Context: an optimization exercise on an open-source flow, tuned for a short achievable clock period and few clock cycles. The choices shown serve that exercise and are no tape-out recipe.
The RTL was checked by simulation tests, not by an equivalence proof against the original design.

==> build 55 <==
==> flow/design.v (excerpt) <==
module pxc_decoder (
    input             clk,
    input             rst,
    input             start,
    input      [3:0]  op,
    input      [4:0]  fmt,
    input      [10:0] width,
    input      [10:0] height,
    input      [23:0] in_len,
    output            busy,
    output reg        done,
    output reg [2:0]  sel_codec,
    output reg        sel_ov,
    output reg        sel_lr,
    output reg [1:0]  err,
    output reg [10:0] err_info,
    output reg        w_rsvd,
    output reg        w_dim,
    output reg        w_fmt,
    output reg        w_trunc,
    output reg        w_fallback,
    output reg [31:0] hdr,
    output            in_re,
    output     [21:0] in_addr,
    input      [31:0] in_rdata,
    output            pal_re,
    output     [7:0]  pal_raddr,
    input      [31:0] pal_rdata,
    output reg        pal_we,
    output reg [7:0]  pal_waddr,
    output reg [31:0] pal_wdata,
    output reg        out_we,
    output reg [21:0] out_addr,
    output reg [31:0] out_data
);
    localparam ERR_NONE    = 2'd0;
    localparam ERR_TRUNC   = 2'd1;
    localparam ERR_ILLEGAL = 2'd2;
    localparam C_NONE = 3'd0, C_I1 = 3'd1, C_I2 = 3'd2, C_I4 = 3'd3, C_I8 = 3'd4,
               C_565  = 3'd5, C_888 = 3'd6, C_8888 = 3'd7;
    localparam S_IDLE = 4'd0;    
    localparam S_DEC  = 4'd1;    
    localparam S_HDR  = 4'd2;    
    localparam S_WAIT = 4'd3;    
    localparam S_RES  = 4'd4;    
    localparam S_PRE  = 4'd8;    
    localparam S_INIT = 4'd5;    
    localparam S_TC   = 4'd6;    
    localparam S_IX   = 4'd7;    
    reg [3:0]  state;
    reg        busy_r;
    reg [2:0]  wcnt;
    reg [3:0]  op_r;
    reg [4:0]  fmt_r;
    reg [10:0] w_r, h_r;
    reg [23:0] len_r;
    reg        len_lt4;     
    reg [31:0] hdr_new;
    assign busy = busy_r;
    reg [12:0] mq0, mq1, mq2, mq3, mq4;
    reg [10:0] mq5;
    reg [14:0] mr0, mr1;
    reg [13:0] mr2, mr2d;
    reg [18:0] ms0;
    reg [21:0] n_r;
    always @(posedge clk) begin
        mq0  <= ({2'd0, w_r} & {13{h_r[0]}}) + ({1'b0, w_r, 1'b0} & {13{h_r[1]}});
        mq1  <= ({2'd0, w_r} & {13{h_r[2]}}) + ({1'b0, w_r, 1'b0} & {13{h_r[3]}});
  ...
==> flow/config.mk <==
export PLATFORM = sky130hd
export DESIGN_NAME = pxc_decoder
export DESIGN_NICKNAME = pxc_decoder
export VERILOG_FILES = /design/flow/design.v
export SDC_FILE = /design/flow/constraint.sdc
export NUM_CORES = 4
export LEC_CHECK = 0
export ABC_CLOCK_PERIOD_IN_PS = 1800
export CAP_MARGIN = 40
export CORE_MARGIN = 2
export CORE_UTILIZATION = 50
export PLACE_DENSITY = 0.65
export SETUP_SLACK_MARGIN = 4.0
export SLEW_MARGIN = 40
==> flow/constraint.sdc <==
create_clock -name core_clock -period 6.5 [get_ports {clk}]
set_input_delay 1.3000 -clock core_clock [delete_from_list [all_inputs] [get_ports {clk}]]
set_output_delay 1.3000 -clock core_clock [all_outputs]
set_load 0.01 [all_outputs]
run.sh (not shown) runs the stock make flow with config.mk's settings and CLKGATE_MAP_FILE= SYNTH_SCRIPT=/design/flow/synth_recipe.tcl, a recipe that flattens the netlist after the stock synthesis.
==> build 17: changes against build 55 <==
--- a/flow/design.v
+++ b/flow/design.v
@@ -296,17 +296,15 @@
         for (gk = 0; gk < 16; gk = gk + 1)
             f_sl2 = f_sl2 | (vld[16*gk +: 16] & {16{fg2_oh[gk]}});
     end
     wire [31:0] f_win_nx = f_adv ? {(f_beyond2 ? 16'hFFFF : f_sl2 | f_set2),
                                     f_win[31:16] | f_set[31:16]}
                                  : f_win | f_set;
-    wire       f_adv_e = (state == S_IX) && f_adv;
-    wire       x_in0   = (x_hoh & fg_oh)  != 16'd0;     
-    wire       x_in1   = (x_hoh & fg1_oh) != 16'd0;     
-    wire       x_in2   = (x_hoh & fg2_oh) != 16'd0;     
-    wire       x_in3   = (x_hoh & {fg2_oh[14:0], 1'b0}) != 16'd0;    
+    wire [3:0] fga = (state == S_IX && f_adv) ? fg1 : fg;
+    wire [3:0] fgb = (state == S_IX && f_adv) ? fg2[3:0] : fg1;
+    wire [4:0] fgc = (state == S_IX && f_adv) ? fg2 + 5'd1 : fg2;
     integer    gj;
     reg        x_vld;
     integer    gi;
     always @(*) begin
         x_vld = 1'b0;
         for (gi = 0; gi < 16; gi = gi + 1)
@@ -665,14 +663,14 @@
         if (miss) a_ldi <= y_idx;
         else      a_ldi <= p_ent;
         a_pidx <= y_idx;
         y_idx  <= x_idx;
         y_hoh  <= x_hoh;
         y_loh  <= x_loh;
-        y_wm   <= {x_loh & {16{f_adv_e ? x_in2 : x_in1}}, x_loh & {16{f_adv_e ? x_in1 : x_in0}}};
-        y_w2   <= x_loh & {16{f_adv_e ? x_in3 : x_in2}};
+        y_wm   <= {(x_idx[7:4] == fgb) ? x_loh : 16'd0, (x_idx[7:4] == fga) ? x_loh : 16'd0};
+        y_w2   <= (!fgc[4] && x_idx[7:4] == fgc[3:0]) ? x_loh : 16'd0;
         y_last <= x_last;
         y_addr <= {1'b0, x_idx} + g_b0;
         y_hr   <= x_vld || (y_v && y_idx == x_idx) || (do_fill && p_ent == x_idx);
         if (x_pop) begin
             fq0 <= (q_push && fq_n[1:0] == 2'b01) ? in_rdata : fq1;
             fq1 <= (q_push && fq_n[2:1] == 2'b01) ? in_rdata : fq2;
--- a/flow/config.mk
+++ b/flow/config.mk
@@ -7,8 +7,8 @@
 export LEC_CHECK = 0
 export ABC_CLOCK_PERIOD_IN_PS = 1800
 export CAP_MARGIN = 40
 export CORE_MARGIN = 2
 export CORE_UTILIZATION = 50
 export PLACE_DENSITY = 0.65
-export SETUP_SLACK_MARGIN = 4.0
+export SETUP_SLACK_MARGIN = 3.8
 export SLEW_MARGIN = 40
==> qor summary <==
Outcome: build 17 complete, no violations; build 55 complete, no violations
Final Cell Area: build 17 93620 µm²; build 55 99360 µm²
Critical Path Slowest Stage Cell: build 17 sky130_fd_sc_hd__edfxtp_1; build 55 sky130_fd_sc_hd__mux4_2
Final layout net count: build 17 7983; build 55 8126
Number of standard cells in the final layout excluding fillers: build 17 9864; build 55 10009
Portion of netlist area occupied by mux cells: build 17 3.897%; build 55 3.740%
Largest net degree at the start of global routing: build 17 121; build 55 97
Worst Setup Slack, final: build 17 3.651 ns; build 55 3.649 ns
Area added between synthesis and finish: build 17 17.29%; build 55 25.22%
TritonCTS buffer count: build 17 183; build 55 186
Starting density of the core: build 17 50.40%; build 55 50.21%
Bufs w/o clock: build 17 617; build 55 783
Die Height: build 17 403.5 µm; build 55 402.4 µm
Cell Area, Placed: build 17 84970 µm²; build 55 84620 µm²
Testbench counts of build 55, summed over its fixed seeds: cycles 86,281.
Testbench counts of build 17, summed over its fixed seeds: cycles 86,281.

==> willow: inputs <==
Another version of the RTL of pxc_decoder (not shown whole).
==> flow/design.v (excerpt) <==
module pxc_decoder (
    input             clk,
    input             rst,
    input             start,
    input      [3:0]  op,
    input      [4:0]  fmt,
    input      [10:0] width,
    input      [10:0] height,
    input      [23:0] in_len,
    output            busy,
    output reg        done,
    output reg [2:0]  sel_codec,
    output reg        sel_ov,
    output reg        sel_lr,
    output reg [1:0]  err,
    output reg [10:0] err_info,
    output reg        w_rsvd,
    output reg        w_dim,
    output reg        w_fmt,
    output reg        w_trunc,
    output reg        w_fallback,
    output reg [31:0] hdr,
    output            in_re,
    output     [21:0] in_addr,
    input      [31:0] in_rdata,
    output            pal_re,
    output     [7:0]  pal_raddr,
    input      [31:0] pal_rdata,
    output reg        pal_we,
    output reg [7:0]  pal_waddr,
    output reg [31:0] pal_wdata,
    output reg        out_we,
  ...
Settings: LEC_CHECK=0, ABC_CLOCK_PERIOD_IN_PS=1800, CAP_MARGIN=40, CORE_MARGIN=2, CORE_UTILIZATION=50, PLACE_DENSITY=0.65, SETUP_SLACK_MARGIN=3.8, SLEW_MARGIN=40; clock period 6.5 ns.
==> inputs of juniper, as changes to willow <==
--- a/flow/design.v
+++ b/flow/design.v
@@ -239,14 +239,14 @@
     reg         f_done;
     reg         px_done;    
     reg [21:0]  fa;         
     reg [19:0]  f_left;     
     reg         f_any;      
     reg [31:0]  fq0, fq1, fq2, fq3;
-    reg [2:0]   fq_n;
-    reg [2:0]   fq_occ;     
+    reg [3:0]   fq_n;       
+    reg [3:0]   fq_occ;     
     reg         x_v, x_last;
     reg [7:0]   x_idx;
     reg [15:0]  x_hoh, x_loh;    
     reg [15:0]  y_hoh, y_loh;
     reg [31:0]  y_wm;            
     reg [15:0]  y_w2;            
@@ -278,13 +278,13 @@
     wire       g_pres = ~r_hi[23];
     wire [6:0] r_lo_nx = {1'b0, r_lo} - {1'b0, g_step};
     wire [23:0] r_hi_nx = (r_lo_nx[6] && g_pres) ? r_hi - 24'd1 : r_hi;
     wire [2:0]  t_b_nx  = {1'b0, t_b} + g_step[5:3];
     wire [21:0] t_w_nx  = t_b_nx[2] ? t_w + 22'd1 : t_w;
     wire       miss      = y_v && g_ld && !y_hr;
-    wire       fetch_ok  = f_any && !fq_occ[2];
+    wire       fetch_ok  = f_any && !fq_occ[3];
     wire       do_fetch  = !miss && fetch_ok;
     wire       do_fill   = !miss && !fetch_ok && !f_done && p_v;
     wire       f_adv     = !f_done && (&f_win[15:0]);
     wire       ix_end    = px_done && f_done;
     wire [31:0] f_set  = ({32{y_v}} & y_wm) | ({32{do_fill}} & p_wm);
     wire [15:0] f_set2 = {16{y_v}} & y_w2;
@@ -365,13 +365,13 @@
                      endcase
             4'd4:    xidx = x_b[2] ? {4'd0, ibyte[3:0]} : {4'd0, ibyte[7:4]};
             default: xidx = ibyte;
         endcase
     end
     wire       x_wend  = &(x_b | g_bmask);             
-    wire       x_go    = (state == S_IX) && g_any && (!g_pres || fq_n != 3'd0);
+    wire       x_go    = (state == S_IX) && g_any && (!g_pres || fq_n[0]);
     wire       x_pop   = x_go && g_pres && x_wend;
     wire       q_push  = b_v && b_fetch;
     wire [7:0] x_new   = g_pres ? xidx : 8'd0;
     always @(posedge clk) begin
         if (rst) begin
             state      <= S_IDLE;
@@ -393,14 +393,14 @@
             b_v        <= 1'b0;
             c_v        <= 1'b0;
             d_v        <= 1'b0;
             x_v        <= 1'b0;
             y_v        <= 1'b0;
             g_any      <= 1'b0;
-            fq_n       <= 3'd0;
-            fq_occ     <= 3'd0;
+            fq_n       <= 4'd0;
+            fq_occ     <= 4'd0;
             pal_re_r   <= 1'b0;
             pal_we     <= 1'b0;
             out_we     <= 1'b0;
         end else begin
             done    <= 1'b0;
             in_re_r <= 1'b0;
@@ -630,17 +630,19 @@
             if (d_v && d_px) ocnt <= ocnt + 22'd1;
             if (d_v && d_end) begin
                 done   <= 1'b1;
                 busy_r <= 1'b0;
             end
             if (state == S_INIT) begin
-                fq_n   <= 3'd0;
-                fq_occ <= 3'd0;
+                fq_n   <= 4'd0;
+                fq_occ <= 4'd0;
             end else begin
-                fq_n   <= fq_n + {2'd0, q_push} - {2'd0, x_pop};
-                fq_occ <= fq_occ + {2'd0, state == S_IX && do_fetch} - {2'd0, x_pop};
+                if (q_push && !x_pop)      fq_n <= {fq_n[2:0], 1'b1};
+                else if (!q_push && x_pop) fq_n <= {1'b0, fq_n[3:1]};
+                if (state == S_IX && do_fetch && !x_pop)      fq_occ <= {fq_occ[2:0], 1'b1};
+                else if (!(state == S_IX && do_fetch) && x_pop) fq_occ <= {1'b0, fq_occ[3:1]};
             end
         end
         if (!busy_r) begin
             op_r  <= op;
             fmt_r <= fmt;
             w_r   <= width;
@@ -667,21 +669,21 @@
         y_wm   <= {(x_idx[7:4] == fgb) ? x_loh : 16'd0, (x_idx[7:4] == fga) ? x_loh : 16'd0};
         y_w2   <= (!fgc[4] && x_idx[7:4] == fgc[3:0]) ? x_loh : 16'd0;
         y_last <= x_last;
         y_addr <= {1'b0, x_idx} + g_b0;
         y_hr   <= x_vld || (y_v && y_idx == x_idx) || (do_fill && p_ent == x_idx);
         if (x_pop) begin
-            fq0 <= (q_push && fq_n == 3'd1) ? in_rdata : fq1;
-            fq1 <= (q_push && fq_n == 3'd2) ? in_rdata : fq2;
-            fq2 <= (q_push && fq_n == 3'd3) ? in_rdata : fq3;
+            fq0 <= (q_push && fq_n[1:0] == 2'b01) ? in_rdata : fq1;
+            fq1 <= (q_push && fq_n[2:1] == 2'b01) ? in_rdata : fq2;
+            fq2 <= (q_push && fq_n[3:2] == 2'b01) ? in_rdata : fq3;
             fq3 <= in_rdata;
         end else if (q_push) begin
-            if (fq_n == 3'd0) fq0 <= in_rdata;
-            if (fq_n == 3'd1) fq1 <= in_rdata;
-            if (fq_n == 3'd2) fq2 <= in_rdata;
-            if (fq_n == 3'd3) fq3 <= in_rdata;
+            if (!fq_n[0])             fq0 <= in_rdata;
+            if (fq_n[1:0] == 2'b01)   fq1 <= in_rdata;
+            if (fq_n[2:1] == 2'b01)   fq2 <= in_rdata;
+            if (fq_n[3:2] == 2'b01)   fq3 <= in_rdata;
         end
         b_px    <= a_px;
         b_hit   <= a_hit;
         b_pres  <= a_pres;
         b_ld    <= a_ld;
         b_fetch <= a_fetch;
==> flow/config.mk (replaced) <==
export PLATFORM = sky130hd
export DESIGN_NAME = pxc_decoder
export DESIGN_NICKNAME = pxc_decoder
export VERILOG_FILES = /design/flow/design.v
export SDC_FILE = /design/flow/constraint.sdc
export NUM_CORES = 4
export LEC_CHECK = 0
export ABC_CLOCK_PERIOD_IN_PS = 1800
export CAP_MARGIN = 40
export CORE_MARGIN = 2
export CORE_UTILIZATION = 45
export PLACE_DENSITY = 0.62
export SETUP_SLACK_MARGIN = 3.6
export SLEW_MARGIN = 40
==> inputs of tundra, as changes to willow <==
--- a/flow/design.v
+++ b/flow/design.v
@@ -239,14 +239,14 @@
     reg         f_done;
     reg         px_done;    
     reg [21:0]  fa;         
     reg [19:0]  f_left;     
     reg         f_any;      
     reg [31:0]  fq0, fq1, fq2, fq3;
-    reg [2:0]   fq_n;
-    reg [2:0]   fq_occ;     
+    reg [3:0]   fq_n;       
+    reg [3:0]   fq_occ;     
     reg         x_v, x_last;
     reg [7:0]   x_idx;
     reg [15:0]  x_hoh, x_loh;    
     reg [15:0]  y_hoh, y_loh;
     reg [31:0]  y_wm;            
     reg [15:0]  y_w2;            
@@ -278,13 +278,13 @@
     wire       g_pres = ~r_hi[23];
     wire [6:0] r_lo_nx = {1'b0, r_lo} - {1'b0, g_step};
     wire [23:0] r_hi_nx = (r_lo_nx[6] && g_pres) ? r_hi - 24'd1 : r_hi;
     wire [2:0]  t_b_nx  = {1'b0, t_b} + g_step[5:3];
     wire [21:0] t_w_nx  = t_b_nx[2] ? t_w + 22'd1 : t_w;
     wire       miss      = y_v && g_ld && !y_hr;
-    wire       fetch_ok  = f_any && !fq_occ[2];
+    wire       fetch_ok  = f_any && !fq_occ[3];
     wire       do_fetch  = !miss && fetch_ok;
     wire       do_fill   = !miss && !fetch_ok && !f_done && p_v;
     wire       f_adv     = !f_done && (&f_win[15:0]);
     wire       ix_end    = px_done && f_done;
     wire [31:0] f_set  = ({32{y_v}} & y_wm) | ({32{do_fill}} & p_wm);
     wire [15:0] f_set2 = {16{y_v}} & y_w2;
@@ -365,13 +365,13 @@
                      endcase
             4'd4:    xidx = x_b[2] ? {4'd0, ibyte[3:0]} : {4'd0, ibyte[7:4]};
             default: xidx = ibyte;
         endcase
     end
     wire       x_wend  = &(x_b | g_bmask);             
-    wire       x_go    = (state == S_IX) && g_any && (!g_pres || fq_n != 3'd0);
+    wire       x_go    = (state == S_IX) && g_any && (!g_pres || fq_n[0]);
     wire       x_pop   = x_go && g_pres && x_wend;
     wire       q_push  = b_v && b_fetch;
     wire [7:0] x_new   = g_pres ? xidx : 8'd0;
     always @(posedge clk) begin
         if (rst) begin
             state      <= S_IDLE;
@@ -393,14 +393,14 @@
             b_v        <= 1'b0;
             c_v        <= 1'b0;
             d_v        <= 1'b0;
             x_v        <= 1'b0;
             y_v        <= 1'b0;
             g_any      <= 1'b0;
-            fq_n       <= 3'd0;
-            fq_occ     <= 3'd0;
+            fq_n       <= 4'd0;
+            fq_occ     <= 4'd0;
             pal_re_r   <= 1'b0;
             pal_we     <= 1'b0;
             out_we     <= 1'b0;
         end else begin
             done    <= 1'b0;
             in_re_r <= 1'b0;
@@ -630,17 +630,19 @@
             if (d_v && d_px) ocnt <= ocnt + 22'd1;
             if (d_v && d_end) begin
                 done   <= 1'b1;
                 busy_r <= 1'b0;
             end
             if (state == S_INIT) begin
-                fq_n   <= 3'd0;
-                fq_occ <= 3'd0;
+                fq_n   <= 4'd0;
+                fq_occ <= 4'd0;
             end else begin
-                fq_n   <= fq_n + {2'd0, q_push} - {2'd0, x_pop};
-                fq_occ <= fq_occ + {2'd0, state == S_IX && do_fetch} - {2'd0, x_pop};
+                if (q_push && !x_pop)      fq_n <= {fq_n[2:0], 1'b1};
+                else if (!q_push && x_pop) fq_n <= {1'b0, fq_n[3:1]};
+                if (state == S_IX && do_fetch && !x_pop)      fq_occ <= {fq_occ[2:0], 1'b1};
+                else if (!(state == S_IX && do_fetch) && x_pop) fq_occ <= {1'b0, fq_occ[3:1]};
             end
         end
         if (!busy_r) begin
             op_r  <= op;
             fmt_r <= fmt;
             w_r   <= width;
@@ -667,21 +669,21 @@
         y_wm   <= {(x_idx[7:4] == fgb) ? x_loh : 16'd0, (x_idx[7:4] == fga) ? x_loh : 16'd0};
         y_w2   <= (!fgc[4] && x_idx[7:4] == fgc[3:0]) ? x_loh : 16'd0;
         y_last <= x_last;
         y_addr <= {1'b0, x_idx} + g_b0;
         y_hr   <= x_vld || (y_v && y_idx == x_idx) || (do_fill && p_ent == x_idx);
         if (x_pop) begin
-            fq0 <= (q_push && fq_n == 3'd1) ? in_rdata : fq1;
-            fq1 <= (q_push && fq_n == 3'd2) ? in_rdata : fq2;
-            fq2 <= (q_push && fq_n == 3'd3) ? in_rdata : fq3;
+            fq0 <= (q_push && fq_n[1:0] == 2'b01) ? in_rdata : fq1;
+            fq1 <= (q_push && fq_n[2:1] == 2'b01) ? in_rdata : fq2;
+            fq2 <= (q_push && fq_n[3:2] == 2'b01) ? in_rdata : fq3;
             fq3 <= in_rdata;
         end else if (q_push) begin
-            if (fq_n == 3'd0) fq0 <= in_rdata;
-            if (fq_n == 3'd1) fq1 <= in_rdata;
-            if (fq_n == 3'd2) fq2 <= in_rdata;
-            if (fq_n == 3'd3) fq3 <= in_rdata;
+            if (!fq_n[0])             fq0 <= in_rdata;
+            if (fq_n[1:0] == 2'b01)   fq1 <= in_rdata;
+            if (fq_n[2:1] == 2'b01)   fq2 <= in_rdata;
+            if (fq_n[3:2] == 2'b01)   fq3 <= in_rdata;
         end
         b_px    <= a_px;
         b_hit   <= a_hit;
         b_pres  <= a_pres;
         b_ld    <= a_ld;
         b_fetch <= a_fetch;
--- a/flow/config.mk
+++ b/flow/config.mk
@@ -5,10 +5,10 @@
 export SDC_FILE = /design/flow/constraint.sdc
 export NUM_CORES = 4
 export LEC_CHECK = 0
 export ABC_CLOCK_PERIOD_IN_PS = 1800
 export CAP_MARGIN = 40
 export CORE_MARGIN = 2
-export CORE_UTILIZATION = 50
-export PLACE_DENSITY = 0.65
+export CORE_UTILIZATION = 55
+export PLACE_DENSITY = 0.7
 export SETUP_SLACK_MARGIN = 3.8
 export SLEW_MARGIN = 40
==> impl_metrics.toml <==
[outcome]
status = "finished clean"

[yosys]
syn_inst = 7319

[pwr]
swShare = 0.303
clk-power_mw = 10.6
comb_power_mw = 7.62

[worst_setup_path]
crit_chain = "buf_6 -> clkbuf_16 -> a221oi_4 -> nor4b_2 -> buf_4 -> a31o_1 -> a311oi_4 -> nand4_1 -> nand4b_1 -> o311a_1"
reg2reg_slack_ns = 3.57

[layout]
clkbuf_count = 258

[placed_design]
dp_hpwl_um = 170000

[floorplanning]
die_x_um = 385
The numbers above come from tundra.

==> impl_metrics.toml <==
[pwr]
comb_power_mw = 8.07
clk-power_mw = 10.7
swShare = 0.313

[worst_setup_path]
reg2reg_slack_ns = 3.60
crit_chain = "buf_12 -> buf_4 -> a221oi_1 -> nand3_1 -> o21ai_0 -> nand3_1 -> nor3_2 -> nand4_1"

[layout]
clkbuf_count = 255

[floorplanning]
die_x_um = 404

[outcome]
status = "finished clean"

[yosys]
syn_inst = 7373

[placed_design]
dp_hpwl_um = 178000
The numbers above come from willow.

==> impl_metrics.toml <==
[worst_setup_path]
crit_chain = "buf_4 -> buf_6 -> buf_16 -> a221oi_4 -> nor4_2 -> and4_4 -> buf_4 -> a311oi_4 -> nand4_1 -> nand4b_1 -> o311a_1"
reg2reg_slack_ns = 3.53

[clock_tree]
cts_hold_buf = 0

[layout]
clkbuf_count = 253
final_nets = 7899

[placed_design]
dp_hpwl_um = 174000

[yosys]
syn_inst = 7319

[pwr]
swShare = 0.302
clk-power_mw = 10.7
p_leak_nw = 34.3

[outcome]
status = "finished clean"

[floorplanning]
die_x_um = 425
The numbers above come from juniper.

Testbench counts of willow, summed over its fixed seeds: cycles 86,281.
Testbench counts of juniper, summed over its fixed seeds: cycles 86,281.
Testbench counts of tundra, summed over its fixed seeds: cycles 86,281.

[port drivers added, routing unchanged]
No port has a modelled driver above. Below, the same layouts with a new extraction and two added sets of constraints. Step 1 sets driving cells, clkbuf_16 on the clock port and buf_2 on the other inputs (assumed; they add their load-dependent delay and slew). Step 2 adds t to the input delays and takes it off the output delays; t is the mean of the earliest and latest rising clock arrival at the registers after step 1. Input paths then give back, and output paths get back, about the clock's delay inside the block. Three values: ideal ports, drivers, drivers and shift; two values: the first two.
| run | shift t [ns] | setup slack, ns | clock arrival spread, ns | pins driven straight from the clock port |
|---|---|---|---|---|
| build 55 | 0.893 | 3.649 / 3.649 / 3.132 | 0.044 / 0.043 | 1 |
| build 17 | 0.903 | 3.651 / 3.651 / 2.865 | 0.059 / 0.059 | 1 |
| willow | 0.898 | 3.605 / 3.605 / 2.986 | 0.058 / 0.058 | 1 |
| juniper | 0.901 | 3.528 / 3.528 / 2.794 | 0.030 / 0.030 | 1 |
| tundra | 0.875 | 3.567 / 3.567 / 2.986 | 0.039 / 0.039 | 1 |
After both steps setup and hold are still met in every run listed. The setup slack of build 17, which loses most, moves by 0.000 ns with the drivers and by -0.786 ns with both steps.
